This design comes from an exercise in tuning for small area, a short achievable clock period and few clock cycles on the open sky130 flow, not from production work. Only simulation tests tie the RTL to the original design; equivalence was not proved. Power and IR drop assume default switching activity.

==> design.v <==
module msfrx (
    input  wire        clk,
    input  wire        rst,           
    input  wire [1:0]  cmd,           
    input  wire        cancel,
    input  wire        rx_valid,
    input  wire [7:0]  rx_data,
    input  wire        rx_fault,
    output wire        rx_ready,
    output wire        busy,
    output wire        done,
    output wire        ok,
    output wire        err,
    output wire [3:0]  outcome,
    output reg  [8:0]  frame_len,
    input  wire [7:0]  rd_addr,
    output wire [7:0]  rd_data,
    output wire        trk1_present,
    output wire [8:0]  trk1_lo,
    output wire [8:0]  trk1_hi,
    output wire [8:0]  trk1_nf,
    output wire        trk2_present,
    output wire [8:0]  trk2_lo,
    output wire [8:0]  trk2_hi,
    output wire [8:0]  trk2_nf,
    output wire        trk3_present,
    output wire [8:0]  trk3_lo,
    output wire [8:0]  trk3_hi,
    output wire [8:0]  trk3_nf
);
    localparam [7:0] STX  = 8'h02;
    localparam [7:0] ETX  = 8'h03;
    localparam [7:0] CR   = 8'h15;
    localparam [7:0] TEND = 8'h3F;    
    localparam [2:0] OC_NONE       = 3'd0;
    localparam [2:0] OC_FRAME      = 3'd1;
    localparam [2:0] OC_DECODE     = 3'd2;
    localparam [2:0] OC_TRANSPORT  = 3'd3;
    localparam [2:0] OC_STOPPED    = 3'd4;
    localparam [2:0] OC_OVERFLOW   = 3'd5;
    localparam [1:0] S_IDLE = 2'd0;
    localparam [1:0] S_HUNT = 2'd1;
    localparam [1:0] S_DATA = 2'd2;
    localparam [1:0] D_EXPECT = 2'd0;
    localparam [1:0] D_BODY   = 2'd1;
    localparam [1:0] D_STOP   = 2'd2;
    localparam [1:0] D_FAULT  = 2'd3;
    reg [1:0] state;
    reg [2:0] oc;
    reg [1:0] dmode;
    reg [1:0] tn;          
    reg       nonascii;    
    reg [2:0] pres;
    reg [7:0] hi1, hi2, hi3;
    reg [7:0] nf1, nf2, nf3;
    reg [7:0] buf_mem [0:255];
    wire receiving = (state == S_HUNT) || (state == S_DATA);
    assign rx_ready = receiving && !cancel && !rst;
    assign busy     = (state != S_IDLE);
    assign outcome  = {1'b0, oc};
    assign done     = (state == S_IDLE) && (oc != OC_NONE);
    assign ok       = (oc == OC_FRAME);
    assign err      = (oc == OC_DECODE) || (oc == OC_TRANSPORT) || (oc == OC_OVERFLOW);
    assign rd_data  = buf_mem[rd_addr];
    wire [8:0] end1 = {1'b0, hi1} + 9'd2;
    wire [8:0] end2 = {1'b0, hi2} + 9'd2;
    wire [8:0] lo2  = pres[0] ? end1 : 9'd1;
    wire [8:0] lo3  = pres[1] ? end2 : lo2;
    assign trk1_present = pres[0];
    assign trk1_lo      = {8'd0, pres[0]};
    assign trk1_hi      = {1'b0, hi1};
    assign trk1_nf      = {1'b0, nf1};
    assign trk2_present = pres[1];
    assign trk2_lo      = pres[1] ? lo2 : 9'd0;
    assign trk2_hi      = {1'b0, hi2};
    assign trk2_nf      = {1'b0, nf2};
    assign trk3_present = pres[2];
    assign trk3_lo      = pres[2] ? lo3 : 9'd0;
    assign trk3_hi      = {1'b0, hi3};
    assign trk3_nf      = {1'b0, nf3};
    always @(posedge clk) begin
        if (!frame_len[8])
            buf_mem[frame_len[7:0]] <= rx_data;
    end
    wire b_etx  = (rx_data == ETX);
    wire b_cr   = (rx_data == CR);
    wire b_end  = (rx_data == TEND);
    wire b_s1   = (rx_data == 8'h25);    
    wire b_s2   = (rx_data == 8'h3B);    
    wire b_s3   = (rx_data == 8'h2B);    
    wire b_sep  = (tn == 2'd1) ? (rx_data == 8'h5E) :
                  (tn == 2'd2) ? (rx_data == 8'h3D) : (rx_data == 8'h24);
    always @(posedge clk) begin
        if (rst) begin
            state     <= S_IDLE;
            oc        <= OC_NONE;
            frame_len <= 9'd0;
            pres      <= 3'd0;
            hi1 <= 8'd0; hi2 <= 8'd0; hi3 <= 8'd0;
            nf1 <= 8'd0; nf2 <= 8'd0; nf3 <= 8'd0;
        end else begin
            case (state)
                S_IDLE: begin
                    if (!cancel && cmd == 2'd1) begin
                        oc        <= OC_NONE;
                        frame_len <= 9'd0;
                        pres      <= 3'd0;
                        hi1 <= 8'd0; hi2 <= 8'd0; hi3 <= 8'd0;
                        nf1 <= 8'd0; nf2 <= 8'd0; nf3 <= 8'd0;
                        dmode     <= D_EXPECT;
                        tn        <= 2'd1;
                        nonascii  <= 1'b0;
                        state     <= S_HUNT;
                    end
                end
                default: begin    
                    if (cancel || rx_fault || (rx_valid && state == S_DATA &&
                            !b_etx && !b_cr && frame_len[8])) begin
                        oc        <= cancel ? OC_STOPPED :
                                     rx_fault ? OC_TRANSPORT : OC_OVERFLOW;
                        frame_len <= 9'd0;
                        pres      <= 3'd0;
                        hi1 <= 8'd0; hi2 <= 8'd0; hi3 <= 8'd0;
                        nf1 <= 8'd0; nf2 <= 8'd0; nf3 <= 8'd0;
                        state     <= S_IDLE;
                    end else if (rx_valid) begin
                        if (state == S_HUNT) begin
                            if (rx_data == STX)
                                state <= S_DATA;
                        end else if (b_etx) begin
                            state <= S_IDLE;
                            if (dmode == D_FAULT) begin
                                oc   <= OC_DECODE;
                                pres <= 3'd0;
                                hi1 <= 8'd0; hi2 <= 8'd0; hi3 <= 8'd0;
                                nf1 <= 8'd0; nf2 <= 8'd0; nf3 <= 8'd0;
                            end else begin
                                oc <= OC_FRAME;
                                if (dmode == D_BODY) begin
                                    if (tn == 2'd1) nf1 <= 8'd0;
                                    if (tn == 2'd2) nf2 <= 8'd0;
                                    if (tn == 2'd3) nf3 <= 8'd0;
                                end
                            end
                        end else if (!b_cr) begin
                            frame_len <= frame_len + 9'd1;
                            case (dmode)
                                D_EXPECT: begin
                                    if (tn == 2'd1 && b_s1) begin
                                        dmode <= D_BODY; tn <= 2'd1; nf1 <= 8'd1;
                                    end else if (tn != 2'd3 && b_s2) begin
                                        dmode <= D_BODY; tn <= 2'd2; nf2 <= 8'd1;
                                    end else if (b_s3) begin
                                        dmode <= D_BODY; tn <= 2'd3; nf3 <= 8'd1;
                                    end else begin
                                        dmode <= D_STOP;
                                    end
                                    nonascii <= 1'b0;
                                end
                                D_BODY: begin
                                    if (b_end) begin
                                        if (nonascii) begin
                                            dmode <= D_FAULT;
                                        end else begin
                                            if (tn == 2'd1) begin pres[0] <= 1'b1; hi1 <= frame_len[7:0]; end
                                            if (tn == 2'd2) begin pres[1] <= 1'b1; hi2 <= frame_len[7:0]; end
                                            if (tn == 2'd3) begin pres[2] <= 1'b1; hi3 <= frame_len[7:0]; end
                                            if (tn == 2'd3) dmode <= D_STOP;
                                            else            dmode <= D_EXPECT;
                                            tn <= tn + 2'd1;
                                        end
                                    end else begin
                                        if (rx_data[7]) nonascii <= 1'b1;
                                        if (b_sep) begin
                                            if (tn == 2'd1) nf1 <= nf1 + 8'd1;
                                            if (tn == 2'd2) nf2 <= nf2 + 8'd1;
                                            if (tn == 2'd3) nf3 <= nf3 + 8'd1;
                                        end
                                    end
                                end
                                default: ;
                            endcase
                        end
                    end
                end
            endcase
        end
    end
endmodule
==> run.sh <==
#!/bin/bash
# synth_recipe.tcl (not shown) runs the flow's synth.tcl, then flattens the netlist and writes it again
# the make line also repeats each setting of config.mk as NAME=value (left out here)
make -C /OpenROAD-flow-scripts/flow DESIGN_CONFIG=/design/flow/config.mk WORK_HOME=/design/flow/orfs CLKGATE_MAP_FILE= SYNTH_SCRIPT=/design/flow/synth_recipe.tcl finish
==> config.mk <==
export PLATFORM = sky130hd
export DESIGN_NAME = msfrx
export DESIGN_NICKNAME = msfrx
export VERILOG_FILES = /design/flow/design.v
export SDC_FILE = /design/flow/constraint.sdc
export NUM_CORES = 4
export LEC_CHECK = 0
export CAP_MARGIN = 20
export CORE_MARGIN = 2
export CORE_UTILIZATION = 30
export PLACE_DENSITY = 0.5
export SLEW_MARGIN = 20
==> constraint.sdc <==
create_clock -name core_clock -period 7.0 [get_ports {clk}]
set_input_delay 1.4000 -clock core_clock [delete_from_list [all_inputs] [get_ports {clk}]]
set_output_delay 1.4000 -clock core_clock [all_outputs]
set_load 0.01 [all_outputs]
==> results.toml, run 1 <==
[floorplanning]
num_rows = 193
initial_utilization_pct = 30.2
num_io_pins = 133
dieArea_um2 = 282000
die_w_um = 531
die_y_um = 531
core_area_um2 = 276000

[route]
met2_length_um = 111000
wirelength_um = 234000
m1WireLength_um = 101000
first_iter_violations = 4377
first_pass_iters = 5
dr_wl_met3_um = 15000
postRouteAntennaNets = 0
wl_per_cell_um = 27.5
via_count = 43400
top_layer = "met4"
drc = 0
viasPerCell = 5.10

[sta]
fin_ws_ns = -0.0142
rsz0062_at_grt = "no"
maxSlewViolCount = 0
max_freq_ghz = 0.143
timing.final.hold_violations = 0
fin_crit_sh_pct = 100
relSlewSlack_pct = 17.4
fin_skew_ns = 0.0548
max_slew.worst_pin.slew_ns = 1.24
min_period_ns = 7.01
setup_viol = 1

[finish]
area_growth_pct = 16.5
nets = 4658
layout_common_cells = "edfxtp_1 (2,053), mux4_2 (418), nor2_1 (370), mux2i_1 (234), clkbuf_16 (218)"
final_common_cell = "edfxtp_1"
stdcell_count = 8515
drive_gt1_share_pct = 20.4
final_core_util_pct = 35.1
fill_cells = 25900

[placement]
dp_cells = 8103
hpwlAfterDp_um = 148000
place.gp.congestion = 0.851
io_buffer_count = 117
dp_slack_ns = 0.101

[cts]
cts.sinks = 2118
clk_pin_slew_ns = 0.06
cts_hold_buf = 0
root_buffer = "clkbuf_16"
cts_made_buffers = 218
cts_max_level = 4
postCtsSetupRepairBufs = 0
cts_buffer_depth = 3
clk_latency_ns = 0.88
cts-resized-gates = 0
cts_tree = "done"

[setup_path]
cp_top_family = "simple AND/OR/NAND/NOR gates"
crit_type = "in2out"
cp_common_cell = "buf_4"
crit_chain = "buf_4 -> nand2b_2 -> buf_4 -> o221ai_1 -> o21a_1 -> a21oi_1 -> o22ai_1 -> nor3_1 -> nor4_2 -> buf_12 -> clkdlybuf4s50_1"
crit_buf_inv = 4
crit_path_top_delay_cell = "nor3_1"
startpoint_type = "primary input"
end_kind = "output pin"
cp.required_ns = 5.60
cpPeakStageDelay_ns = 0.85
critPathArrivalTime_ns = 5.61
cp_max_fo = 25

[run_status]
status = "failed layout checks"
check-failures = "negative setup slack"

[yosys]
yosys_most_used_dff = "edfxtp_1"
yosys.area_share.xor_xnor_pct = 0.189
synthMuxAreaShare_pct = 14.1
synth_cells = 4364
yosys.area.top_type_share_pct = 73.9
seq_area_frac_synth_pct = 75.4
yosys.area_share.simple_pct = 4.24
synth_compound_area_share_pct = 4.14
yosys_warnings = 1
synth-seq-cells = 2118
async_flop_share_pct = 0
synth_fa_ha_area_share_pct = 0.255
postSynthAreaPerCell_um2 = 19.1
post-synth-top-area-cell = "edfxtp_1"
syn-cell-area_um2 = 83500
synth_top_family_by_area = "multiplexers"
synth_cell_type_count = 82
synth-edff-count = 2053
synth.top_cells.by_area = "edfxtp_1 (74%), mux4_2 (11%), mux2i_1 (2.8%), nor2_1 (1.7%), dfxtp_1 (1.6%)"

[grt]
antenna_found_initial = 15
grt_max_degree = 152
grt_pass1_wl_um = 333000
grt-ovfl-total = 0
grt_pass1_vias = 44200
grt_use_total_pct = 16.2

[min_path]
hold_class = "reg2reg"

[run]
cap_violations = 0

[power_and_ir_drop]
p_leak_uw = 0.0301
power_density_nw_per_um2 = 288
total_power_uw = 28000
ir_drop_mv = 0.295
synthesized netlist by cell type, types with 22 or more instances:
| library cell | instances |
|---|---|
| edfxtp_1 | 2053 |
| mux4_2 | 418 |
| nor2_1 | 374 |
| mux2i_1 | 234 |
| clkbuf_1 | 155 |
| nand2_1 | 126 |
| a22oi_1 | 119 |
| a21oi_1 | 108 |
| dfxtp_1 | 65 |
| buf_4 | 59 |
| nor3_1 | 53 |
| o22ai_1 | 51 |
| nand3_1 | 48 |
| o21ai_0 | 44 |
| o221ai_1 | 39 |
| buf_2 | 34 |
| a221oi_1 | 33 |
| nand2b_1 | 28 |
| nor4_1 | 28 |
| and2_1 | 24 |
| and3_1 | 22 |
power by group:
| group | switching [uW] | internal (uW) | total (uW) |
|---|---|---|---|
| combinational | 1380 | 671 | 2050 |
| clock | 5090 | 6810 | 11900 |
| sequential | 50.7 | 14000 | 14000 |
| total | 6520 | 21500 | 28000 |
cell type report:
class                   instances  area (um^2)  area share (%)
clock inverters               151         1750            1.80
inverters                      18         67.6          0.0695
diodes                          4         10.0          0.0103
well taps                    3705         4640            4.77
repair buffers                291         2900            2.98
clock buffers                 257         5600            5.76
multi-input cells            1971        19300            19.8
flip-flops and latches       2118        63000            64.8
per-layer routing:
| layer | GRT usage (%) | up-vias |
|---|---|---|
| met5 | 0 | - |
| met4 | 4.56 | 0 |
| met1 | 22.6 | 23200 |
| met3 | 2.83 | 333 |
| met2 | 26.0 | 1488 |
| li1 | - | 18400 |
per-stage QoR:
stage	setup TNS [ns]	hold slack, ns	cell area, um^2
floorplan	0	0.492	83500
global placement	-0.664	0.471	89800
detailed placement	0	0.479	89800
CTS	0	0.493	97200
global route	0	0.532	97200
finish	-0.0142	0.492	97200
path summary, 6_finish.rpt:
path / startpoint / end / slack (ns) / cells after the start
hold / removal: nf3[7] / nf3[7] / 0.49 / 1
setup reg to reg: state[1] / nf3[7] / 3.54 / 8
hold reg to reg: nf3[7] / nf3[7] / 0.49 / 1
setup / recovery: rd_addr[2] / rd_data[2] / -0.01 / 11
sequential cells by signal, summed over array words and instances (netlist names):
name       cells
buf_mem     2048
frame_len      9
hi1            8
hi2            8
hi3            8
nf1            8
nf2            8
nf3            8
oc             3
pres           3
dmode          2
state          2
tn             2
nonascii       1
cell families after synthesis:
family | after synthesis
AOI/OAI and AO/OA | 494
and+or+nand+nor | 773
xor gates and xnor gates | 18
DFF | 2118
adders and majority gates | 17
buffers and inverters | 289
muxes | 654
other | 1
Testbench counts, summed over its fixed seeds: cycles 16,388.
==> run 2, diff against run 1 <==
--- a/config.mk
+++ b/config.mk
@@ -9,4 +9,6 @@
 export CORE_MARGIN = 2
-export CORE_UTILIZATION = 30
-export PLACE_DENSITY = 0.5
+export CORE_UTILIZATION = 65
+export CTS_BUF_LIST = sky130_fd_sc_hd__clkbuf_4 sky130_fd_sc_hd__clkbuf_8
+export PLACE_DENSITY = 0.7
+export SETUP_SLACK_MARGIN = 2.5
 export SLEW_MARGIN = 20
==> run 2 against run 1 <==
  * The run now finishes clean
  * Flip-flop and latch count is the same
  * Sequential power is essentially flat
  * Synthesized cell count is the same
  * First-iteration DRC count grew 44%
  * Critical path type unchanged
  * Synthesized area is the same
  * Fmax grew 30%
  * Global-route usage grew 17 points
==> results.toml, run 2 <==
[run_status]
status = "complete, no violations"

[setup_path]
ff2ff_setup_slack_ns = 3.46
cp_max_fo = 8
crit_type = "in2out"
end_kind = "output pin"
cp.required_ns = 5.60
r2r_cells = 3
critPathArrivalTime_ns = 4.01
startpoint_type = "primary input"

[cts]
cts_tree = "done"
clk_pin_slew_ns = 0.06
cts_made_buffers = 341
clk_latency_ns = 1.03
cts_max_level = 5
cts.sinks = 2118
cts_hold_buf = 0
root_buffer = "clkbuf_8"
cts_buffer_depth = 4

[grt]
grt_max_degree = 197
antenna_found_initial = 11
grt_pass1_vias = 44700
grt_pass1_wl_um = 310000
grt_use_total_pct = 33.3
grt-ovfl-total = 0

[sta]
fin_crit_sh_pct = 77.3
min_period_ns = 5.41
max_freq_ghz = 0.185
hold_ws_ns = 0.470
fin_skew_ns = 0.0473
setup_viol = 0
maxSlewViolCount = 0
setup_tns_ns = 0
timing.final.hold_violations = 0
relSlewSlack_pct = 25.9
rsz0062_at_grt = "yes"
max_slew.worst_pin.slew_ns = 1.11

[power_and_ir_drop]
p_clk_share_pct = 38.3
p_seq_share_pct = 53.3
comb_power_share_pct = 8.3
total_power_uw = 26300
p_sw_uw = 6100
p_leak_uw = 0.0309
ir_drop_mv = 0.220
power_density_nw_per_um2 = 273
p_sw_share_pct = 23.2
internal-power_uw = 20200

[floorplanning]
initial_utilization_pct = 65.4
num_rows = 131
die_y_um = 362
die_w_um = 362
core_area_um2 = 128000
num_io_pins = 133
dieArea_um2 = 131000

[placement]
hpwlAfterDp_um = 129000
dp_cells = 6025
place.gp.congestion = 0.890
io_buffer_count = 117
place_area_um2 = 87000

[yosys]
seq_area_frac_synth_pct = 75.4
post-synth-top-area-cell = "edfxtp_1"
synth_most_common_cell = "edfxtp_1"
yosys-top-cells-count = "edfxtp_1 (2,053), mux4_2 (418), nor2_1 (374)"
yosys_most_used_dff = "edfxtp_1"
yosys_warnings = 1
postSynthAreaPerCell_um2 = 19.1
synth_cells = 4364
synth-seq-cells = 2118
async_flop_share_pct = 0
syn-cell-area_um2 = 83500
synth_cell_type_count = 82
synth-edff-count = 2053
synth.top_cells.by_area = "edfxtp_1 (74%), mux4_2 (11%), mux2i_1 (2.8%), nor2_1 (1.7%), dfxtp_1 (1.6%)"
yosys.area.top_type_share_pct = 73.9

[finish]
area_growth_pct = 15.4
layout_common_cells = "edfxtp_1 (2,053), mux4_2 (418), nor2_1 (361), clkbuf_8 (359), mux2i_1 (226)"
drive_gt1_share_pct = 28.4
largest_reg_flops = 2048
design_area_um2 = 96300
stdcell_count = 6694
final_common_cell = "edfxtp_1"
nets = 4839

[route]
postRouteAntennaNets = 0
wirelength_um = 216000
drc = 0
via_count = 45400
first_iter_violations = 6291
viasPerCell = 6.79
wl_per_cell_um = 32.3
first_pass_iters = 8

[min_path]
hold_class = "reg2reg"
whs_path_depth = 1

[run]
cap_violations = 0
run 2: cell counts after synthesis:
No cell type changed its count.
run 2: path summary, 6_finish.rpt:
check                                   from               to
worst min-delay path                  nf3[7]           nf3[7]
worst max register to register  frame_len[4]  buf_mem[246][2]
worst max-delay path              rd_addr[0]       rd_data[1]
worst min register to register        nf3[7]           nf3[7]
run 2: worst max-delay path: stages:
cell	delay [ns]
buf_16	0.20
buf_16	0.19
buf_12	0.14
buf_6	0.12
mux4_2	0.50
mux4_2	0.50
a21oi_2	0.14
nor3b_4	0.40
nor4_4	0.13
buf_4	0.16
buf_6	0.11
run 2: cell families after synthesis:
family	count (synthesis)	share of synthesized area, %
muxes	654	14.1
DFF	2118	75.4
AOI/OAI and AO/OA	494	4.14
xor gates and xnor gates	18	0.189
and+or+nand+nor	773	4.24
buffers and inverters	289	1.63
other	1	0.00449
adders and majority gates	17	0.255
run 2: cell type report:
cell class,count,area [um^2]
clock buffers,469,5750
clock inverters,105,568
repair buffers,348,4220
inverters,18,70.1
fillers,7122,31200
diodes,2,5.00
flip-flops and latches,2118,63000
multi-input cells,1972,20600
well taps,1662,2080
run 2: power groups by stage:
stage	Sequential, uW	Combinational (uW)	Clock (uW)
floorplan	14300	1100	0
global placement	14300	1910	0
detailed placement	14300	1920	0
CTS	14000	2120	10100
global route	14000	2290	10700
finish	14000	2200	10100
run 2: per-layer routing:
metal | up-vias | share of wire (%) | track usage, %
met3 | 468 | 11 | 8.10
li1 | 18800 | - | -
met1 | 23400 | 38 | 47.6
met2 | 2792 | 47 | 51.3
met5 | - | 0.0074 | 0
met4 | 2 | 3.4 | 11.6
run 2: stage by stage:
| step | utilization [%] | worst slack (ns) |
|---|---|---|
| 2_1_floorplan | - | 2.45 |
| 3_3_place_gp | 68.2 | 0.318 |
| 3_5_place_dp | 68.2 | 0.312 |
| 4_1_cts | 75.0 | 1.61 |
| 5_1_grt | 75.5 | 1.58 |
| 6_report | 75.5 | 1.59 |
run 2: what timing repair did:
item / in CTS / in global routing
gates resized for setup: 326 / 65
pin swaps: 51 / 41
buffers inserted: 50 / 21
gates cloned: 19 / 3
setup endpoints to repair: 11 / 13
==> run 3, diff against run 2 <==
--- a/config.mk
+++ b/config.mk
@@ -10,5 +10,7 @@
 export CORE_UTILIZATION = 65
-export CTS_BUF_LIST = sky130_fd_sc_hd__clkbuf_4 sky130_fd_sc_hd__clkbuf_8
+export CTS_BUF_LIST = sky130_fd_sc_hd__clkbuf_16
+export CTS_CLUSTER_DIAMETER = 80
+export CTS_CLUSTER_SIZE = 28
 export PLACE_DENSITY = 0.7
-export SETUP_SLACK_MARGIN = 2.5
+export SETUP_SLACK_MARGIN = 1.5
 export SLEW_MARGIN = 20
==> run 3 against run 2 <==
  * Critical path depth unchanged
  * Global-route usage down 0.49 points
  * Cell count down 6.7%
  * Critical path type unchanged
  * Highest routed layer unchanged
==> results.toml, run 3 <==
[run_status]
status = "complete, no violations"

[finish]
fill_cells = 7678
layout_common_cells = "edfxtp_1 (2,053), mux4_2 (418), nor2_1 (364), mux2i_1 (231), buf_4 (148)"
largest_reg_flops = 2048
stdcell_count = 6246
area_growth_pct = 10.2
drive_gt1_share_pct = 21.2
nets = 4584
final_common_cell = "edfxtp_1"

[yosys]
post-synth-top-area-cell = "edfxtp_1"
synth_cells = 4364
postSynthAreaPerCell_um2 = 19.1
yosys-top-cells-count = "edfxtp_1 (2,053), mux4_2 (418), nor2_1 (374)"
synth_cell_type_count = 82
yosys_warnings = 1
synth-edff-count = 2053
seq_area_frac_synth_pct = 75.4
synth_most_common_cell = "edfxtp_1"
yosys_most_used_dff = "edfxtp_1"
yosys.area.top_type_share_pct = 73.9
synth-seq-cells = 2118
async_flop_share_pct = 0
syn-cell-area_um2 = 83500
synth.top_cells.by_area = "edfxtp_1 (74%), mux4_2 (11%), mux2i_1 (2.8%), nor2_1 (1.7%), dfxtp_1 (1.6%)"

[sta]
maxSlewViolCount = 0
fin_crit_sh_pct = 79.1
max_slew.worst_pin.slew_ns = 1.13
timing.final.hold_violations = 0
hold_ws_ns = 0.480
fin_skew_ns = 0.0261
max_freq_ghz = 0.181
relSlewSlack_pct = 24.4
setup_viol = 0
rsz0062_at_grt = "yes"
setup_tns_ns = 0
min_period_ns = 5.54

[cts]
clk_pin_slew_ns = 0.10
root_buffer = "clkbuf_16"
cts_max_level = 3
cts.sinks = 2118
cts_buffer_depth = 3
cts_made_buffers = 92
cts_hold_buf = 0
cts_tree = "done"
clk_latency_ns = 0.74

[grt]
grt_pass1_wl_um = 305000
grt_pass1_vias = 42400
antenna_found_initial = 11
grt-ovfl-total = 0
grt_use_total_pct = 32.8
grt_max_degree = 181

[floorplanning]
num_io_pins = 133
num_rows = 131
dieArea_um2 = 131000
core_area_um2 = 128000
die_y_um = 362
initial_utilization_pct = 65.4
die_w_um = 362

[power_and_ir_drop]
p_sw_share_pct = 23.4
p_leak_uw = 0.0287
p_sw_uw = 5280
internal-power_uw = 17300
p_clk_share_pct = 28.4
p_seq_share_pct = 62.1
comb_power_share_pct = 9.5
power_density_nw_per_um2 = 245
ir_drop_mv = 0.234

[route]
via_count = 44000
viasPerCell = 7.05
postRouteAntennaNets = 0
first_iter_violations = 6284
first_pass_iters = 6
wl_per_cell_um = 34.4
drc = 0
wirelength_um = 215000

[min_path]
hold_class = "reg2reg"
hold_start = "nf3[7]"

[setup_path]
startpoint_type = "primary input"
cp_max_fo = 24
reg2reg_from = "frame_len[0]"
critPathArrivalTime_ns = 4.14
cp.required_ns = 5.60
cp-startpoint = "rd_addr[1]"
end_kind = "output pin"
crit_type = "in2out"

[placement]
dp_cells = 6053
hpwlAfterDp_um = 132000
io_buffer_count = 117
place.gp.congestion = 0.914

[run]
cap_violations = 0
## run 3: changes by cell type in the layout (fill, tap and decap cells not counted), moves of 8 or more
cell	previous run	this run
o22ai_2	12	4
buf_4	137	148
a21oi_2	28	19
clkbuf_16	3	95
buf_12	33	23
clkinv_1	72	3
clkinv_2	27	2
clkbuf_4	113	0
clkbuf_8	359	4
a22oi_1	93	104
buf_16	27	15
a22oi_2	26	15
a21oi_1	77	90
o22ai_1	38	47
## run 3: power by group through the flow
stage / sequential, uW / clock [uW] / combinational, uW
3_3_place_gp: 14300 / 0 / 1910
6_report: 14000 / 6400 / 2150
3_5_place_dp: 14300 / 0 / 1930
5_1_grt: 14000 / 6820 / 2250
2_1_floorplan: 14300 / 0 / 1050
4_1_cts: 14000 / 6420 / 2080
## run 3: kinds of logic (layout without fill, tap and decap cells)
family,Yosys count,count (layout),share of synthesized area (%)
and+or+nand+nor,773,775,4.24
adders and majority gates,17,17,0.255
AOI/OAI and AO/OA,494,494,4.14
xor gates and xnor gates,18,18,0.189
buffers and inverters,289,491,1.63
DFF,2118,2118,75.4
muxes,654,654,14.1
other,1,17,0.00449
## run 3: timing repair
action | CTS | global route
pin swaps | 37 | 27
setup buffers | 25 | 13
gates resized for setup | 213 | 58
cloned | 17 | 3
endpoints found under the setup margin | 8 | 7
## run 3: final timing paths
check	to	slack (ns)	cells past startpoint
max	rd_data[5]	1.46	11
min	nf3[7]	0.48	1
max reg2reg	buf_mem[83][4]	3.48	4
min reg2reg	nf3[7]	0.48	1
## run 3: per-stage QoR
step | util [%] | setup WS [ns] | total power [uW] | cell area [um^2]
finish | 72.1 | 1.46 | 22600 | 92000
global route | 72.1 | 1.43 | 23100 | 92000
CTS | 71.8 | 1.32 | 22500 | 91600
detailed placement | 68.3 | 0.415 | 16200 | 87100
global placement | 68.3 | 0.0783 | 16200 | 87100
floorplan | - | 2.09 | 15300 | 83500
## run 3: per-layer routing
layer / up-vias / GRT usage [%] / routed length, um
met5: - / 0 / 46
li1: 18100 / - / -
met2: 2626 / 50.6 / 101000
met1: 23000 / 49.5 / 83300
met3: 332 / 6.70 / 24900
met4: 6 / 7.88 / 5720
## run 3: cell type report
type                            count  area (um^2)  share of cell area (%)
Clock inverter                     39          379                   0.412
Tap cell                         1662         2080                    2.26
Sequential cell                  2118        63000                    68.4
Antenna cell                        2         5.00                 0.00544
Timing Repair Buffer              341         3910                    4.25
Inverter                           18         70.1                  0.0762
Clock buffer                       93         2330                    2.53
Multi-Input combinational cell   1973        20300                    22.0
## run 3: worst max-delay path: stages
cell	delay, ns
buf_16	0.17
buf_12	0.22
and2_4	0.22
buf_4	0.22
a221oi_2	0.38
o221ai_2	0.15
a21oi_2	0.19
a32oi_4	0.11
nor4_4	0.68
buf_4	0.21
clkbuf_2	0.12
==> run 4, diff against run 3 <==
--- a/config.mk
+++ b/config.mk
@@ -14,3 +14,3 @@
 export PLACE_DENSITY = 0.7
-export SETUP_SLACK_MARGIN = 1.5
+export SETUP_SLACK_MARGIN = 4.0
 export SLEW_MARGIN = 20
==> run 4 against run 3 <==
  * Clock power increased by 0.6%
  * Non-clock buffer count up 168
  * Combinational power grew 22%
  * Fmax up 4.3%
  * Sequential power about the same
  * Routed wire length rose by 5.1%
  * Critical endpoint is now rd_data[1]
  * Largest cell class unchanged
==> results.toml, run 4 <==
[run_status]
status = "complete, no violations"

[yosys]
yosys.area_share.simple_pct = 4.24
synth_compound_area_share_pct = 4.14
post-synth-top-area-cell = "edfxtp_1"
synth_fa_ha_area_share_pct = 0.255
yosys.area_share.xor_xnor_pct = 0.189
syn-cell-area_um2 = 83500
synth_most_common_cell = "edfxtp_1"
synth_cells = 4364
synth.top_cells.by_area = "edfxtp_1 (74%), mux4_2 (11%), mux2i_1 (2.8%), nor2_1 (1.7%), dfxtp_1 (1.6%)"
yosys.area.top_type_share_pct = 73.9
yosys_warnings = 1
synth_top_family_by_area = "multiplexers"
yosys_most_used_dff = "edfxtp_1"
yosys-top-cells-count = "edfxtp_1 (2,053), mux4_2 (418), nor2_1 (374)"
synth-seq-cells = 2118
async_flop_share_pct = 0
seq_area_frac_synth_pct = 75.4
postSynthAreaPerCell_um2 = 19.1
synth_cell_type_count = 82
synthMuxAreaShare_pct = 14.1
synth-edff-count = 2053

[finish]
largest_reg_flops = 2048
area_growth_pct = 14.3
drive_gt1_share_pct = 30.0
final_core_util_pct = 74.8
layout_common_cells = "edfxtp_1 (2,053), mux4_2 (418), nor2_1 (271), buf_4 (230), mux2i_1 (228)"
nets = 4750
final_common_cell = "edfxtp_1"

[cts]
cts_buffer_depth = 3
clk_latency_ns = 0.74
cts.sinks = 2118
root_buffer = "clkbuf_16"
clk_pin_slew_ns = 0.11
cts_tree = "done"
cts_made_buffers = 91
cts_max_level = 3

[sta]
max_slew.worst_pin.slew_ns = 1.19
setup_viol = 0
rsz0062_at_grt = "yes"
fin_ws_ns = 1.69
setup_tns_ns = 0
fin_skew_ns = 0.0240
min_period_ns = 5.31
timing.final.hold_violations = 0
max_freq_ghz = 0.188
relSlewSlack_pct = 20.6
fin_crit_sh_pct = 75.9
maxSlewViolCount = 0

[placement]
io_buffer_count = 117
dp_slack_ns = 0.359
place.gp.congestion = 0.918
hpwlAfterDp_um = 131000

[floorplanning]
num_io_pins = 133
initial_utilization_pct = 65.4
core_area_um2 = 128000
die_w_um = 362
dieArea_um2 = 131000
die_y_um = 362
num_rows = 131

[setup_path]
cpPeakStageDelay_ns = 0.45
crit_path_top_delay_cell = "nor4_4"
cp.required_ns = 5.60
critPathArrivalTime_ns = 3.91
crit_chain = "buf_16 -> buf_16 -> buf_16 -> buf_12 -> mux2i_1 -> a221oi_2 -> o21a_1 -> a2111oi_4 -> o21ai_2 -> a31oi_2 -> nor4_4 -> buf_2"
cp_common_cell = "buf_16"
cp_top_family = "compound AO/OA/AOI/OAI gates"
startpoint_type = "primary input"
crit_buf_inv = 5
end_kind = "output pin"
crit_type = "in2out"
cp_max_fo = 5

[grt]
grt_use_total_pct = 34.3
grt_max_degree = 192
antenna_found_initial = 7
grt-ovfl-total = 0
grt_pass1_wl_um = 317000
grt_pass1_vias = 43700

[route]
postRouteAntennaNets = 0
wirelength_um = 226000
drc = 0
viasPerCell = 7.09
wl_per_cell_um = 35.2
first_iter_violations = 6629
first_pass_iters = 9
via_count = 45400

[power_and_ir_drop]
internal-power_uw = 17600
p_sw_uw = 5470
power_density_nw_per_um2 = 242
p_sw_share_pct = 23.7
p_seq_share_pct = 60.7
p_leak_uw = 0.0304
comb_power_share_pct = 11.4
p_clk_share_pct = 27.9
ir_drop_mv = 0.251

[run]
cap_violations = 0

[min_path]
hold_class = "reg2reg"
[run 4: repair_timing]
item	in CTS	in global routing
pin swaps	98	86
setup buffers	128	65
endpoints found under the setup margin	1365	536
cloned	37	3
hold buffers	0	0
resized for setup	694	201
[run 4: worst paths after layout]
check / slack [ns] / depth (start not counted) / startpoint / end
max reg2reg: 3.82 / 3 / frame_len[4] / buf_mem[205][2]
min reg2reg: 0.49 / 2 / hi1[0] / hi1[0]
min: 0.49 / 2 / hi1[0] / hi1[0]
max: 1.69 / 12 / rd_addr[0] / rd_data[1]
[run 4: power groups by stage]
| stage | logic [uW] | clock network [uW] | registers [uW] |
|---|---|---|---|
| finish | 2630 | 6440 | 14000 |
| detailed placement | 2010 | 0 | 14300 |
| global placement | 1990 | 0 | 14300 |
| CTS | 2420 | 6450 | 14000 |
| floorplan | 1180 | 0 | 14300 |
| global route | 2720 | 6840 | 14000 |
[run 4: cell type report]
cell class                      count  area (um^2)
Sequential cell                  2118        63000
Tap cell                         1662         2080
Multi-Input combinational cell   1972        21400
Clock inverter                     31          330
Fill cell                        7266        32100
Clock buffer                       95         2380
Antenna cell                        1         2.50
Inverter                           18         80.1
Timing Repair Buffer              509         6130
[run 4: worst min-delay path, stage by stage, from the launching register on]
cell     delay [ns]
dfxtp_2        0.36
nand2_1        0.06
a21oi_1        0.05
[run 4: cells by family after synthesis]
logic type	count (synthesis)
other	1
and+or+nand+nor	773
adders and majority gates	17
buffers and inverters	289
xor gates and xnor gates	18
muxes	654
DFF	2118
AOI/OAI and AO/OA	494
[run 4: stage by stage]
step | total power, uW | cells | hold slack (ns) | instance area (um^2)
finish | 23100 | 6406 | 0.494 | 95400
global route | 23600 | 6405 | 0.513 | 95400
CTS | 22900 | 6337 | 0.489 | 94100
detailed placement | 16300 | 6046 | 0.488 | 87300
global placement | 16300 | 6046 | 0.476 | 87300
floorplan | 15500 | 4378 | 0.492 | 84400
[run 4: per-layer routing]
layer,track usage (%),wire length [um],vias up,part of all wire [%]
met5,0,0,-,0
met4,9.91,8280,0,3.7
met3,6.81,25700,403,11
met2,54.2,108000,2810,48
met1,49.9,83900,23800,37
li1,-,-,18400,-
==> run 5, diff against run 4 <==
--- a/config.mk
+++ b/config.mk
@@ -13,3 +13,3 @@
 export CTS_CLUSTER_SIZE = 28
-export PLACE_DENSITY = 0.7
+export PLACE_DENSITY = 0.8
 export SETUP_SLACK_MARGIN = 4.0
==> run 5 against run 4 <==
  * Synthesized cell count did not move
  * Setup slack got worse by 0.13 ns
  * Highest routed layer is now met5
  * Combinational power rose by 6%
  * First-iteration DRC count rose by 30%
  * Still clean
  * Total power rose by 0.50%
  * Design area rose by 0.61%
  * Sequential share of layout area fell by 0.38 points
  * Clock-buffer cell count fell by 3
  * Clock power fell by 0.8%
  * Routed wire length rose by 8.3%
==> results.toml, run 5 <==
[yosys]
yosys-top-cells-count = "edfxtp_1 (2,053), mux4_2 (418), nor2_1 (374)"
postSynthAreaPerCell_um2 = 19.1
yosys.area.top_type_share_pct = 73.9
yosys_most_used_dff = "edfxtp_1"
async_flop_share_pct = 0
syn-cell-area_um2 = 83500
synth-seq-cells = 2118
synth_cells = 4364
synth.top_cells.by_area = "edfxtp_1 (74%), mux4_2 (11%), mux2i_1 (2.8%), nor2_1 (1.7%), dfxtp_1 (1.6%)"
synth_cell_type_count = 82
synth-edff-count = 2053
post-synth-top-area-cell = "edfxtp_1"
yosys_warnings = 1
synth_most_common_cell = "edfxtp_1"
seq_area_frac_synth_pct = 75.4

[sta]
timing.final.hold_violations = 0
max_freq_ghz = 0.184
setup_tns_ns = 0
rsz0062_at_grt = "yes"
setup_viol = 0
fin_skew_ns = 0.0544
fin_crit_sh_pct = 77.8
relSlewSlack_pct = 27.5
maxSlewViolCount = 0
min_period_ns = 5.44
max_slew.worst_pin.slew_ns = 1.08
fin_ws_ns = 1.56

[cts]
clk_latency_ns = 0.75
cts_hold_buf = 0
cts_max_level = 3
cts_tree = "done"
cts.sinks = 2118
cts_buffer_depth = 3
cts_made_buffers = 91
root_buffer = "clkbuf_16"
clk_pin_slew_ns = 0.10

[finish]
nets = 4748
final_common_cell = "edfxtp_1"
largest_reg_flops = 2048
final_core_util_pct = 75.3
drive_gt1_share_pct = 32.3
layout_common_cells = "edfxtp_1 (2,053), mux4_2 (418), mux2i_1 (220), buf_4 (209), nor2_1 (208)"
area_growth_pct = 15.0

[setup_path]
crit_path_top_delay_cell = "nor4_4"
cpPeakStageDelay_ns = 0.59
cp_top_family = "compound AO/OA/AOI/OAI gates"
cp.required_ns = 5.60
crit_buf_inv = 3
end_kind = "output pin"
crit_chain = "buf_8 -> buf_8 -> nor4b_4 -> a221oi_1 -> o21a_1 -> a21oi_1 -> o22ai_2 -> nor3_4 -> nor4_4 -> buf_2"
startpoint_type = "primary input"
ff2ff_setup_slack_ns = 3.78
cp_common_cell = "buf_8"
cp_max_fo = 25
crit_type = "in2out"
critPathArrivalTime_ns = 4.04

[floorplanning]
die_w_um = 362
initial_utilization_pct = 65.4
die_y_um = 362
num_rows = 131
core_area_um2 = 128000
dieArea_um2 = 131000
num_io_pins = 133

[power_and_ir_drop]
total_power_uw = 23200
power_density_nw_per_um2 = 242
p_leak_uw = 0.0305
ir_drop_mv = 0.279

[route]
drc = 0
viasPerCell = 7.50
wl_per_cell_um = 38.1
wirelength_um = 244000
first_iter_violations = 8633
first_pass_iters = 6
via_count = 48100
postRouteAntennaNets = 0

[grt]
grt_use_met1_pct = 47.5
use_met3_pct = 10.5
grt-ovfl-total = 0
grt_max_degree = 151
grt_pass1_wl_um = 335000
grt_pass1_vias = 46500
top_usage_layer = "met2"
antenna_found_initial = 16
use_met2_pct = 55.8
grt_use_total_pct = 36.2

[placement]
place.gp.congestion = 0.942
dp_slack_ns = 0.397
io_buffer_count = 117
hpwlAfterDp_um = 129000

[min_path]
hold_class = "reg2reg"

[run]
cap_violations = 0

[run_status]
status = "complete, no violations"
==> run 5: power breakdown <==
part	total, uW	switching, uW	internal [uW]
combinational	2800	1730	1070
sequential	14000	56.6	14000
clock	6390	3850	2530
==> run 5: what timing repair did <==
item,CTS,global route
resized for setup,771,281
endpoints found under the setup margin,1639,1431
pin swaps,107,108
endpoints found under the hold margin,0,0
cloned,49,4
buffers inserted,135,80
==> run 5: stage by stage <==
stage / hold slack [ns] / std cells / instance area [um^2]
after CTS: 0.467 / 6319 / 94100
final: 0.485 / 6413 / 96000
after global routing: 0.507 / 6404 / 96000
after global placement: 0.459 / 6009 / 87000
after floorplan: 0.492 / 4378 / 84400
after detailed placement: 0.487 / 6009 / 87000
==> run 5: kinds of logic (layout without fill, tap and decap cells) <==
kind of cell	after synthesis	after routing	synth area share [%]
flip-flops	2118	2118	75.4
adder cells (fa/ha/maj)	17	17	0.255
AO/OA/AOI/OAI	494	494	4.14
AND/OR/NAND/NOR	773	775	4.24
other	1	25	0.00449
buffers and inverters	289	650	1.63
multiplexers	654	654	14.1
XOR/XNOR	18	18	0.189
==> run 5: path summary, 6_finish.rpt <==
kind | start | to | depth (start not counted)
max | rd_addr[4] | rd_data[0] | 10
min | nf3[4] | nf3[4] | 2
max reg2reg | frame_len[4] | buf_mem[54][2] | 4
min reg2reg | nf3[4] | nf3[4] | 2
==> run 5: area by class of cell <==
type                            instances  area, um^2
Antenna cell                           10        25.0
Sequential cell                      2118       63100
Timing Repair Buffer                  506        6210
Clock buffer                           92        2300
Clock inverter                         34         383
Fill cell                            6329       31500
Tap cell                             1662        2080
Multi-Input combinational cell       1973       21900
Inverter                               18        83.8
==> run 5: per-layer routing <==
layer	wire, um	share of wire [%]	vias up
met3	36300	15	1028
met4	18200	7.5	14
li1	-	-	18400
met1	77000	32	24000
met2	113000	46	4625
met5	89	0.036	-
==> run 5: worst min-delay path, delay by kind of cell (launching register included) <==
family,cells,cell delay [ns]
flip-flops,1,0.36
AO/OA/AOI/OAI,2,0.10
==> run 6, diff against run 5 <==
--- a/config.mk
+++ b/config.mk
@@ -9,3 +9,3 @@
 export CORE_MARGIN = 2
-export CORE_UTILIZATION = 65
+export CORE_UTILIZATION = 78
 export CTS_BUF_LIST = sky130_fd_sc_hd__clkbuf_16
@@ -13,4 +13,4 @@
 export CTS_CLUSTER_SIZE = 28
-export PLACE_DENSITY = 0.8
-export SETUP_SLACK_MARGIN = 4.0
+export PLACE_DENSITY = 0.82
+export SETUP_SLACK_MARGIN = 2.5
 export SLEW_MARGIN = 20
==> run 6 against run 5 <==
  * The run now fails in 4_1_cts
  * Synthesized area did not move
  * Synthesized cell count did not move
==> results.toml, run 6 <==
[run_status]
status = "did not finish"
failed_stage = "4_1_cts"
tool.error = "[ERROR DPL-0033] detailed placement checks failed during check placement."

[yosys]
post-synth-top-area-cell = "edfxtp_1"
synth_cells = 4364
yosys.area.top_type_share_pct = 73.9
yosys-top-cells-count = "edfxtp_1 (2,053), mux4_2 (418), nor2_1 (374)"
yosys_warnings = 1
synth.top_cells.by_area = "edfxtp_1 (74%), mux4_2 (11%), mux2i_1 (2.8%), nor2_1 (1.7%), dfxtp_1 (1.6%)"
syn-cell-area_um2 = 83500
synth-edff-count = 2053
postSynthAreaPerCell_um2 = 19.1
synth_cell_type_count = 82
yosys_most_used_dff = "edfxtp_1"
synth-seq-cells = 2118
synth_most_common_cell = "edfxtp_1"
async_flop_share_pct = 0
seq_area_frac_synth_pct = 75.4

[cts]
cts_max_level = 3
postCtsSetupRepairBufs = 73
cts_hold_buf = 0
cts-resized-gates = 301
cts_buffer_depth = 3
cts.sinks = 2118
cts_made_buffers = 85
root_buffer = "clkbuf_16"

[placement]
hpwlAfterDp_um = 132000
io_buffer_count = 117
place_area_um2 = 86500
place.gp.congestion = 0.943

[floorplanning]
num_rows = 119
initial_utilization_pct = 78.9
die_w_um = 331
die_y_um = 331
num_io_pins = 133
==> run 6: kinds of logic after synthesis <==
group | after synthesis | synth area share [%]
flip-flops | 2118 | 75.4
AND/OR/NAND/NOR | 773 | 4.24
multiplexers | 654 | 14.1
AO/OA/AOI/OAI | 494 | 4.14
buffers and inverters | 289 | 1.63
XOR/XNOR | 18 | 0.189
adder cells (fa/ha/maj) | 17 | 0.255
other | 1 | 0.00449
==> run 6: how the worst min path moves through the flow <==
stage / startpoint / to / slack (ns) / cells after the start
after floorplan: hi1[0] / hi1[0] / 0.49 / 2
after global placement: nf3[7] / nf3[7] / 0.46 / 1
after detailed placement: nf3[7] / nf3[7] / 0.45 / 1
==> run 6: stage by stage <==
stage	std cells	TNS, ns	setup slack, ns
3_5_place_dp	5742	-0.00275	-0.00275
2_1_floorplan	4378	0	2.45
3_3_place_gp	5742	0	0.127
==> run 6: power by group through the flow <==
| stage | clock network (uW) | logic [uW] | registers (uW) |
|---|---|---|---|
| floorplan | 0 | 1100 | 14300 |
| global placement | 0 | 1850 | 14300 |
| detailed placement | 0 | 1890 | 14300 |
==> run 7, diff against run 6 <==
--- a/config.mk
+++ b/config.mk
@@ -9,3 +9,3 @@
 export CORE_MARGIN = 2
-export CORE_UTILIZATION = 78
+export CORE_UTILIZATION = 72
 export CTS_BUF_LIST = sky130_fd_sc_hd__clkbuf_16
@@ -13,3 +13,3 @@
 export CTS_CLUSTER_SIZE = 28
-export PLACE_DENSITY = 0.82
+export PLACE_DENSITY = 0.76
 export SETUP_SLACK_MARGIN = 2.5
==> run 7 against run 6 <==
  * Now clean on timing, DRC and antenna
  * Synthesized cell count unchanged
  * Synthesized area unchanged
==> results.toml, run 7 <==
[grt]
grt_use_total_pct = 37.0
grt_pass1_vias = 43600
antenna_found_initial = 4
grt_max_degree = 189
grt_pass1_wl_um = 308000
grt-ovfl-total = 0

[setup_path]
cp_top_family = "buffers and inverters"
end_kind = "output pin"
crit_type = "in2out"
cp_max_fo = 7
crit_buf_inv = 9
crit_path_top_delay_cell = "nor4_4"
cp-startpoint = "rd_addr[0]"
critPathArrivalTime_ns = 4.20
crit_chain = "buf_16 -> buf_16 -> buf_12 -> buf_4 -> buf_12 -> buf_16 -> buf_4 -> mux4_2 -> o221ai_4 -> a221oi_4 -> a31oi_4 -> nor4_4 -> buf_4 -> buf_6"
cpPeakStageDelay_ns = 0.44
cp.required_ns = 5.60
reg2reg_from = "frame_len[2]"
startpoint_type = "primary input"

[sta]
max_freq_ghz = 0.179
fin_skew_ns = 0.0380
max_slew.worst_pin.slew_ns = 1.15
setup_tns_ns = 0
hold_ws_ns = 0.485
min_period_ns = 5.60
timing.final.hold_violations = 0
relSlewSlack_pct = 23.3
rsz0062_at_grt = "yes"
maxSlewViolCount = 0
fin_crit_sh_pct = 80.0
setup_viol = 0

[run_status]
status = "complete, no violations"

[power_and_ir_drop]
internal-power_uw = 17200
p_sw_share_pct = 23.2
ir_drop_mv = 0.243
p_clk_share_pct = 27.6
power_density_nw_per_um2 = 242
comb_power_share_pct = 9.9
p_sw_uw = 5200
p_leak_uw = 0.0288
total_power_uw = 22400
p_seq_share_pct = 62.5

[yosys]
yosys-top-cells-count = "edfxtp_1 (2,053), mux4_2 (418), nor2_1 (374)"
yosys.area_share.xor_xnor_pct = 0.189
yosys.area_share.simple_pct = 4.24
postSynthAreaPerCell_um2 = 19.1
synthMuxAreaShare_pct = 14.1
synth_cells = 4364
seq_area_frac_synth_pct = 75.4
synth_cell_type_count = 82
synth_most_common_cell = "edfxtp_1"
async_flop_share_pct = 0
syn-cell-area_um2 = 83500
post-synth-top-area-cell = "edfxtp_1"
synth_fa_ha_area_share_pct = 0.255
synth.top_cells.by_area = "edfxtp_1 (74%), mux4_2 (11%), mux2i_1 (2.8%), nor2_1 (1.7%), dfxtp_1 (1.6%)"
yosys_warnings = 1
synth-seq-cells = 2118
yosys_most_used_dff = "edfxtp_1"
yosys.area.top_type_share_pct = 73.9
synth_compound_area_share_pct = 4.14
synth_top_family_by_area = "multiplexers"
synth-edff-count = 2053

[route]
first_iter_violations = 7586
postRouteAntennaNets = 0
via_count = 44800
wl_per_cell_um = 35.3
wirelength_um = 216000
dr_wl_met3_um = 28100
viasPerCell = 7.32
met2_length_um = 102000
drc = 0
top_layer = "met4"
first_pass_iters = 6
m1WireLength_um = 76100

[cts]
clk_pin_slew_ns = 0.10
cts_max_level = 3
cts_made_buffers = 87
cts_buffer_depth = 3
root_buffer = "clkbuf_16"
clk_latency_ns = 0.74
cts.sinks = 2118
cts_tree = "done"

[floorplanning]
die_w_um = 344
num_rows = 124
die_y_um = 344
initial_utilization_pct = 72.8
dieArea_um2 = 119000
core_area_um2 = 115000
num_io_pins = 133

[placement]
place.gp.congestion = 0.951
hpwlAfterDp_um = 129000
place_area_um2 = 86900
io_buffer_count = 117

[finish]
largest_reg_flops = 2048
design_area_um2 = 92500
layout_common_cells = "edfxtp_1 (2,053), mux4_2 (418), nor2_1 (366), mux2i_1 (220), buf_4 (165)"
area_growth_pct = 10.8
drive_gt1_share_pct = 22.6
nets = 4616
final_common_cell = "edfxtp_1"

[min_path]
hold_start = "nf3[7]"
hold_class = "reg2reg"

[run]
cap_violations = 0
-- run 7: cell counts after synthesis --
Identical to the previous run, type by type.
-- run 7: power by group through the flow --
stage	clock network, uW	registers [uW]	logic [uW]
2_1_floorplan	0	14300	1100
3_3_place_gp	0	14300	1890
3_5_place_dp	0	14300	1920
4_1_cts	6150	14000	2140
5_1_grt	6530	14000	2310
6_report	6180	14000	2230
-- run 7: repair_timing --
| action | in CTS | in global routing |
|---|---|---|
| hold buffers | 0 | 0 |
| pin swaps | 59 | 27 |
| cloned | 16 | 1 |
| endpoints found under the setup margin | 8 | 8 |
| gates resized for setup | 316 | 43 |
| setup buffers | 76 | 20 |
-- run 7: layout make-up --
class / count / area, um^2
Antenna cell: 5 / 12.5
Clock buffer: 90 / 2250
Sequential cell: 2118 / 63000
Inverter: 18 / 67.6
Multi-Input combinational cell: 1971 / 20600
Timing Repair Buffer: 380 / 4460
Clock inverter: 29 / 249
Fill cell: 5497 / 22200
Tap cell: 1512 / 1890
-- run 7: kinds of logic after synthesis --
logic type      count (synthesis)
mux                           654
other cells                     1
xor+xnor                       18
compound gates                494
simple gates                  773
fa+ha+maj                      17
flops                        2118
buf+inv                       289
-- run 7: path summary, 6_finish.rpt --
check | to | slack [ns] | cells past startpoint
worst min register to register | nf3[7] | 0.48 | 1
worst max register to register | buf_mem[4][7] | 3.45 | 3
worst max-delay path | rd_data[7] | 1.40 | 14
worst min-delay path | nf3[7] | 0.48 | 1
-- run 7: metal layers --
layer  vias to the layer above  GRT usage [%]
met5                         -              0
met4                         0           14.8
met3                       515           8.92
met2                      3313           56.4
met1                     22900           53.0
li1                      18100              -
-- run 7: stage by stage --
stage / cells / util (%) / setup slack [ns]
after CTS: 6097 / 80.3 / 1.55
after global routing: 6119 / 80.6 / 1.41
final: 6123 / 80.7 / 1.40
after global placement: 5886 / 75.8 / 0.143
after floorplan: 4378 / - / 2.45
after detailed placement: 5886 / 75.8 / 0.147
==> run 8, diff against run 7 <==
--- a/config.mk
+++ b/config.mk
@@ -9,3 +9,3 @@
 export CORE_MARGIN = 2
-export CORE_UTILIZATION = 72
+export CORE_UTILIZATION = 65
 export CTS_BUF_LIST = sky130_fd_sc_hd__clkbuf_16
@@ -13,3 +13,4 @@
 export CTS_CLUSTER_SIZE = 28
-export PLACE_DENSITY = 0.76
+export GPL_TIMING_DRIVEN = 0
+export PLACE_DENSITY = 0.7
 export SETUP_SLACK_MARGIN = 2.5
==> run 8 against run 7 <==
  * Flip-flop and latch count did not move
  * Via count rose by 6.7%
  * Combinational power rose by 18%
  * Register-to-register slack got worse by 0.72 ns
  * First-iteration DRC count rose by 18%
  * Setup slack got worse by 0.091 ns
  * Non-clock buffer count rose by 140
  * Utilization fell by 6.0 points
  * Clock power rose by 4.9%
  * Critical endpoint is now rd_data[6]
  * Largest power group unchanged
==> results.toml, run 8 <==
[setup_path]
endpoint = "rd_data[6]"
cp-startpoint = "rd_addr[1]"
crit_type = "in2out"
critPathArrivalTime_ns = 4.29
cp.required_ns = 5.60
end_kind = "output pin"
startpoint_type = "primary input"
r2r_cells = 6
cp_max_fo = 10
ff2ff_setup_slack_ns = 2.73
reg2reg_from = "frame_len[2]"
r2r_end = "buf_mem[222][3]"

[placement]
io_buffer_count = 112
place.gp.congestion = 1.01
dp_cells = 6173
hpwlAfterDp_um = 180000

[finish]
final_common_cell = "edfxtp_1"
nets = 4760
stdcell_count = 6432
drive_gt1_share_pct = 24.9
layout_common_cells = "edfxtp_1 (2,053), mux4_2 (418), nor2_1 (365), mux2i_1 (224), nand2_1 (121)"
area_growth_pct = 14.1
largest_reg_flops = 2048
final_core_util_pct = 74.7

[yosys]
yosys.area.top_type_share_pct = 73.9
synth_most_common_cell = "edfxtp_1"
seq_area_frac_synth_pct = 75.4
synth_cells = 4364
post-synth-top-area-cell = "edfxtp_1"
async_flop_share_pct = 0
synth-edff-count = 2053
syn-cell-area_um2 = 83500
yosys-top-cells-count = "edfxtp_1 (2,053), mux4_2 (418), nor2_1 (374)"
synth_cell_type_count = 82
yosys_most_used_dff = "edfxtp_1"
postSynthAreaPerCell_um2 = 19.1
yosys_warnings = 1
synth-seq-cells = 2118
synth.top_cells.by_area = "edfxtp_1 (74%), mux4_2 (11%), mux2i_1 (2.8%), nor2_1 (1.7%), dfxtp_1 (1.6%)"

[route]
postRouteAntennaNets = 0
first_iter_violations = 8961
wl_per_cell_um = 42.1
drc = 0
first_pass_iters = 6
viasPerCell = 7.43
wirelength_um = 271000
via_count = 47800

[grt]
antenna_found_initial = 18
grt_pass1_vias = 44600
grt_use_total_pct = 41.7
grt_max_degree = 121
grt_pass1_wl_um = 366000
grt-ovfl-total = 0

[floorplanning]
initial_utilization_pct = 65.4
die_w_um = 362
dieArea_um2 = 131000
num_io_pins = 133
num_rows = 131
die_y_um = 362
core_area_um2 = 128000

[sta]
timing.final.hold_violations = 0
maxSlewViolCount = 0
relSlewSlack_pct = 15.0
min_period_ns = 5.69
max_freq_ghz = 0.176
fin_skew_ns = 0.0281
setup_viol = 0
rsz0062_at_grt = "yes"
hold_ws_ns = 0.477
fin_crit_sh_pct = 81.3
max_slew.worst_pin.slew_ns = 1.28

[cts]
cts_made_buffers = 91
cts_hold_buf = 0
cts_buffer_depth = 3
cts_tree = "done"
cts_max_level = 3
root_buffer = "clkbuf_16"
clk_latency_ns = 0.78
cts.sinks = 2118
clk_pin_slew_ns = 0.10

[run_status]
status = "complete, no violations"

[power_and_ir_drop]
power_density_nw_per_um2 = 243
p_leak_uw = 0.0300
ir_drop_mv = 0.308

[min_path]
hold_class = "reg2reg"
whs_path_depth = 1

[run]
cap_violations = 0
[run 8: cell types whose count changed in the layout (fill, tap and decap cells not counted), sizes merged]
cell	change
clkdlybuf4s15	-1
clkinvlp	-1
clkinv	+15
clkbuf	+152
bufbuf	-5
diode	+2
clkdlybuf4s50	+2
buf	-5
bufinv	-1
inv	+1
[run 8: kinds of logic (layout without fill, tap and decap cells)]
family	after synthesis	after routing	share of synthesized area, %
buf+inv	289	674	1.63
mux	654	654	14.1
simple gates	773	773	4.24
compound gates	494	494	4.14
xor+xnor	18	18	0.189
flops	2118	2118	75.4
other cells	1	22	0.00449
fa+ha+maj	17	17	0.255
[run 8: through the flow]
step	area, um^2	worst slack (ns)	TNS [ns]	power, uW
2_1_floorplan	84200	2.45	0	15400
3_3_place_gp	87400	-5.55	-6709.69	16600
3_5_place_dp	88100	-1.09	-7.26	16500
4_1_cts	94800	1.55	0	22900
5_1_grt	95200	1.40	0	23500
6_report	95200	1.31	0	23100
[run 8: timing repair]
action                     4_1_cts  5_1_grt
cloned                           3        0
setup buffers                   96       17
pin swaps                       80       48
setup endpoints to repair        8        9
gates resized for setup        671       48
[run 8: area by class of cell]
class	instances	area, um^2
buffer	271	3470
inverter	18	75.1
clock buffer	93	2330
timing repair buffer	249	2880
clock inverter	43	387
tap	1662	2080
multi-input combinational	1971	21000
sequential	2118	63000
antenna	7	17.5
fill	7355	32300
[run 8: worst min-delay path by stage]
stage                start     end  slack, ns
CTS                 nf3[7]  nf3[7]       0.48
global placement    nf3[7]  nf3[7]       0.46
global route        nf3[7]  nf3[7]       0.52
finish              nf3[7]  nf3[7]       0.48
detailed placement  nf3[7]  nf3[7]       0.47
floorplan           hi1[0]  hi1[0]       0.49
[run 8: critical path: stages]
cell and delay (ns):
buf_6 0.19, clkbuf_8 0.32, clkbuf_8 0.37, clkbuf_4 0.36
mux2i_1 0.17, o211ai_1 0.32, a31oi_4 0.22, nor4_4 0.63
buf_2 0.25
[run 8: layer usage]
metal	up-vias	global-route usage, %	wire, um
met2	3985	58.0	117000
met3	773	16.4	42200
li1	18400	-	-
met5	-	1.11	134
met1	24600	57.0	93600
met4	18	23.6	18300
[run 8: power by group]
part | internal [uW] | leakage (uW) | switching, uW
Sequential | 14000 | 0.0190 | 49.3
Clock | 2560 | 0.00137 | 3930
Combinational | 875 | 0.00961 | 1760
==> run 9, diff against run 8 <==
--- a/config.mk
+++ b/config.mk
@@ -7,3 +7,3 @@
 export LEC_CHECK = 0
-export CAP_MARGIN = 20
+export CAP_MARGIN = 5
 export CORE_MARGIN = 2
@@ -13,5 +13,4 @@
 export CTS_CLUSTER_SIZE = 28
-export GPL_TIMING_DRIVEN = 0
 export PLACE_DENSITY = 0.7
 export SETUP_SLACK_MARGIN = 2.5
-export SLEW_MARGIN = 20
+export SLEW_MARGIN = 5
==> run 9 against run 8 <==
  * Flip-flop and latch count unchanged
  * Setup slack improved by 0.17 ns
  * Sequential share of layout area increased by 2.2 points
  * Fmax increased by 3.0%
  * Clock power decreased by 0.8%
  * Critical endpoint is now rd_data[3]
  * Highest routed layer unchanged
==> results.toml, run 9 <==
[sta]
fin_crit_sh_pct = 78.9
min_period_ns = 5.52
max_slew.worst_pin.slew_ns = 1.17
fin_skew_ns = 0.0240
setup_viol = 0
maxSlewViolCount = 0
relSlewSlack_pct = 21.9
hold_ws_ns = 0.470
max_freq_ghz = 0.181
rsz0062_at_grt = "yes"
setup_tns_ns = 0
timing.final.hold_violations = 0

[setup_path]
cp.required_ns = 5.60
crit_chain = "buf_4 -> buf_4 -> and2_1 -> buf_12 -> buf_4 -> a22oi_2 -> a21oi_1 -> nor4_4 -> buf_4 -> nor4_4 -> buf_2"
startpoint_type = "primary input"
end_kind = "output pin"
crit_type = "in2out"
critPathArrivalTime_ns = 4.12
ff2ff_setup_slack_ns = 3.40
cp_common_cell = "buf_4"
cpPeakStageDelay_ns = 0.57
cp_max_fo = 26
crit_buf_inv = 6
crit_path_top_delay_cell = "nor4_4"
cp_top_family = "buffers and inverters"

[yosys]
synth.top_cells.by_area = "edfxtp_1 (74%), mux4_2 (11%), mux2i_1 (2.8%), nor2_1 (1.7%), dfxtp_1 (1.6%)"
synth-edff-count = 2053
synth_most_common_cell = "edfxtp_1"
yosys_warnings = 1
synthMuxAreaShare_pct = 14.1
yosys.area_share.simple_pct = 4.24
synth_compound_area_share_pct = 4.14
syn-cell-area_um2 = 83500
yosys-top-cells-count = "edfxtp_1 (2,053), mux4_2 (418), nor2_1 (374)"
synth_top_family_by_area = "multiplexers"
seq_area_frac_synth_pct = 75.4
yosys_most_used_dff = "edfxtp_1"
synth-seq-cells = 2118
synth_cells = 4364
synth_cell_type_count = 82
post-synth-top-area-cell = "edfxtp_1"
yosys.area_share.xor_xnor_pct = 0.189
postSynthAreaPerCell_um2 = 19.1
async_flop_share_pct = 0
synth_fa_ha_area_share_pct = 0.255
yosys.area.top_type_share_pct = 73.9

[finish]
layout_common_cells = "edfxtp_1 (2,053), mux4_2 (418), nor2_1 (365), mux2i_1 (232), buf_4 (132)"
final_common_cell = "edfxtp_1"
area_growth_pct = 10.4
largest_reg_flops = 2048
diodes = 0
nets = 4572
drive_gt1_share_pct = 21.7

[floorplanning]
num_rows = 131
dieArea_um2 = 131000
die_y_um = 362
initial_utilization_pct = 65.4
die_w_um = 362
core_area_um2 = 128000
num_io_pins = 133

[cts]
cts_max_level = 3
clk_pin_slew_ns = 0.10
cts.sinks = 2118
cts_buffer_depth = 3
cts_made_buffers = 92
clk_latency_ns = 0.74
root_buffer = "clkbuf_16"
cts_tree = "done"

[run]
cap_violations = 0

[grt]
grt_max_degree = 197
grt_use_total_pct = 32.4
grt_pass1_wl_um = 303000
grt_pass1_vias = 42400
antenna_found_initial = 7
grt-ovfl-total = 0

[route]
viasPerCell = 6.97
first_iter_violations = 6200
wl_per_cell_um = 33.7
wirelength_um = 210000
via_count = 43500
drc = 0
postRouteAntennaNets = 0
first_pass_iters = 6

[placement]
io_buffer_count = 117
place.gp.congestion = 0.890
hpwlAfterDp_um = 129000

[run_status]
status = "complete, no violations"

[min_path]
hold_class = "reg2reg"

[power_and_ir_drop]
ir_drop_mv = 0.239
power_density_nw_per_um2 = 245
p_leak_uw = 0.0286
run 9: cell types whose count changed in the layout (fill, tap and decap cells not counted), moves of 13 or more:
cell	before	now
clkbuf_4	14	0
buf_16	55	20
clkbuf_2	37	0
nor3_4	17	4
clkbuf_16	110	94
o221ai_1	19	33
a21oi_1	62	79
buf_4	109	132
clkbuf_8	50	3
clkbuf_1	38	0
run 9: final cells by class:
type                       count  area, um^2
sequential                  2118       63000
multi-input combinational   1972       20400
tap                         1662        2080
inverter                      18        67.6
clock inverter                45         413
timing repair buffer         330        3850
fill                        7570       35400
clock buffer                  94        2350
run 9: layer usage:
metal | up-vias | part of all wire, % | global-route usage [%] | wire, um
met5 | - | 0.011 | 0 | 23
met4 | 2 | 2.7 | 8.66 | 5700
met3 | 293 | 11 | 6.33 | 22100
met2 | 2345 | 48 | 50.7 | 101000
met1 | 22800 | 39 | 48.0 | 82000
li1 | 18100 | - | - | -
run 9: kinds of logic after synthesis:
kind of cell / count (synthesis)
flops: 2118
simple gates: 773
mux: 654
compound gates: 494
buf+inv: 289
xor+xnor: 18
fa+ha+maj: 17
other cells: 1
run 9: metrics by stage:
step                worst slack [ns]  utilization, %  total power, uW  instances  instance area (um^2)
floorplan                       2.45               -            15400       4378                 84200
global route                    1.47            72.3            23100       6239                 92100
global placement               0.318            68.2            16200       6025                 87000
detailed placement             0.308            68.2            16200       6025                 87000
finish                          1.48            72.3            22600       6239                 92100
CTS                             1.50            72.0            22600       6232                 91800
run 9: worst paths after layout:
kind	from	end	depth (start not counted)
hold reg to reg	nf3[7]	nf3[7]	1
setup reg to reg	frame_len[4]	buf_mem[244][7]	3
setup / recovery	rd_addr[2]	rd_data[3]	11
hold / removal	nf3[7]	nf3[7]	1
run 9: timing repair:
action	4_1_cts	5_1_grt
endpoints found under the setup margin	8	8
cloned	16	0
hold buffers	0	0
setup buffers	52	7
pin swaps	51	32
resized for setup	259	49
hold endpoints to repair	0	0
run 9: power breakdown:
group          total, uW  internal, uW  switching, uW
sequential         14000         14000           47.2
clock               6430          2600           3840
combinational       2150           746           1410
total              22600         17300           5290

## separate check: timing with driven ports
The results above use ideal ports. As a check the final layouts listed here were re-extracted and re-timed, cells and wires unchanged.
Step 1 sets driving cells, clkbuf_16 on the clock port and buf_2 on the other inputs (assumed; they add their load-dependent delay and slew).
Step 2 also shifts input and output timing later by t, the mid clock arrival at the registers, as if the neighbouring blocks saw the same clock.
Three values: ideal ports, drivers, drivers and shift; two values: the first two.
run	shift t [ns]	setup slack, ns	worst data-port slew with drivers (ns)
run 1	0.949	-0.014 / -0.096 / -0.096	0.08
run 2	1.079	1.587 / 1.222 / 1.222	0.41
run 3	0.801	1.461 / 1.256 / 1.256	0.24
run 4	0.818	1.688 / 1.335 / 1.335	0.49
run 5	0.812	1.557 / 1.159 / 1.159	0.51
run 7	0.810	1.403 / 1.183 / 1.183	0.24
run 8	0.837	1.312 / 1.253 / 1.253	0.08
run 9	0.808	1.478 / 1.233 / 1.233	0.29
The setup slack of run 5, which loses most, moves by -0.398 ns with the drivers and by -0.398 ns with both steps.
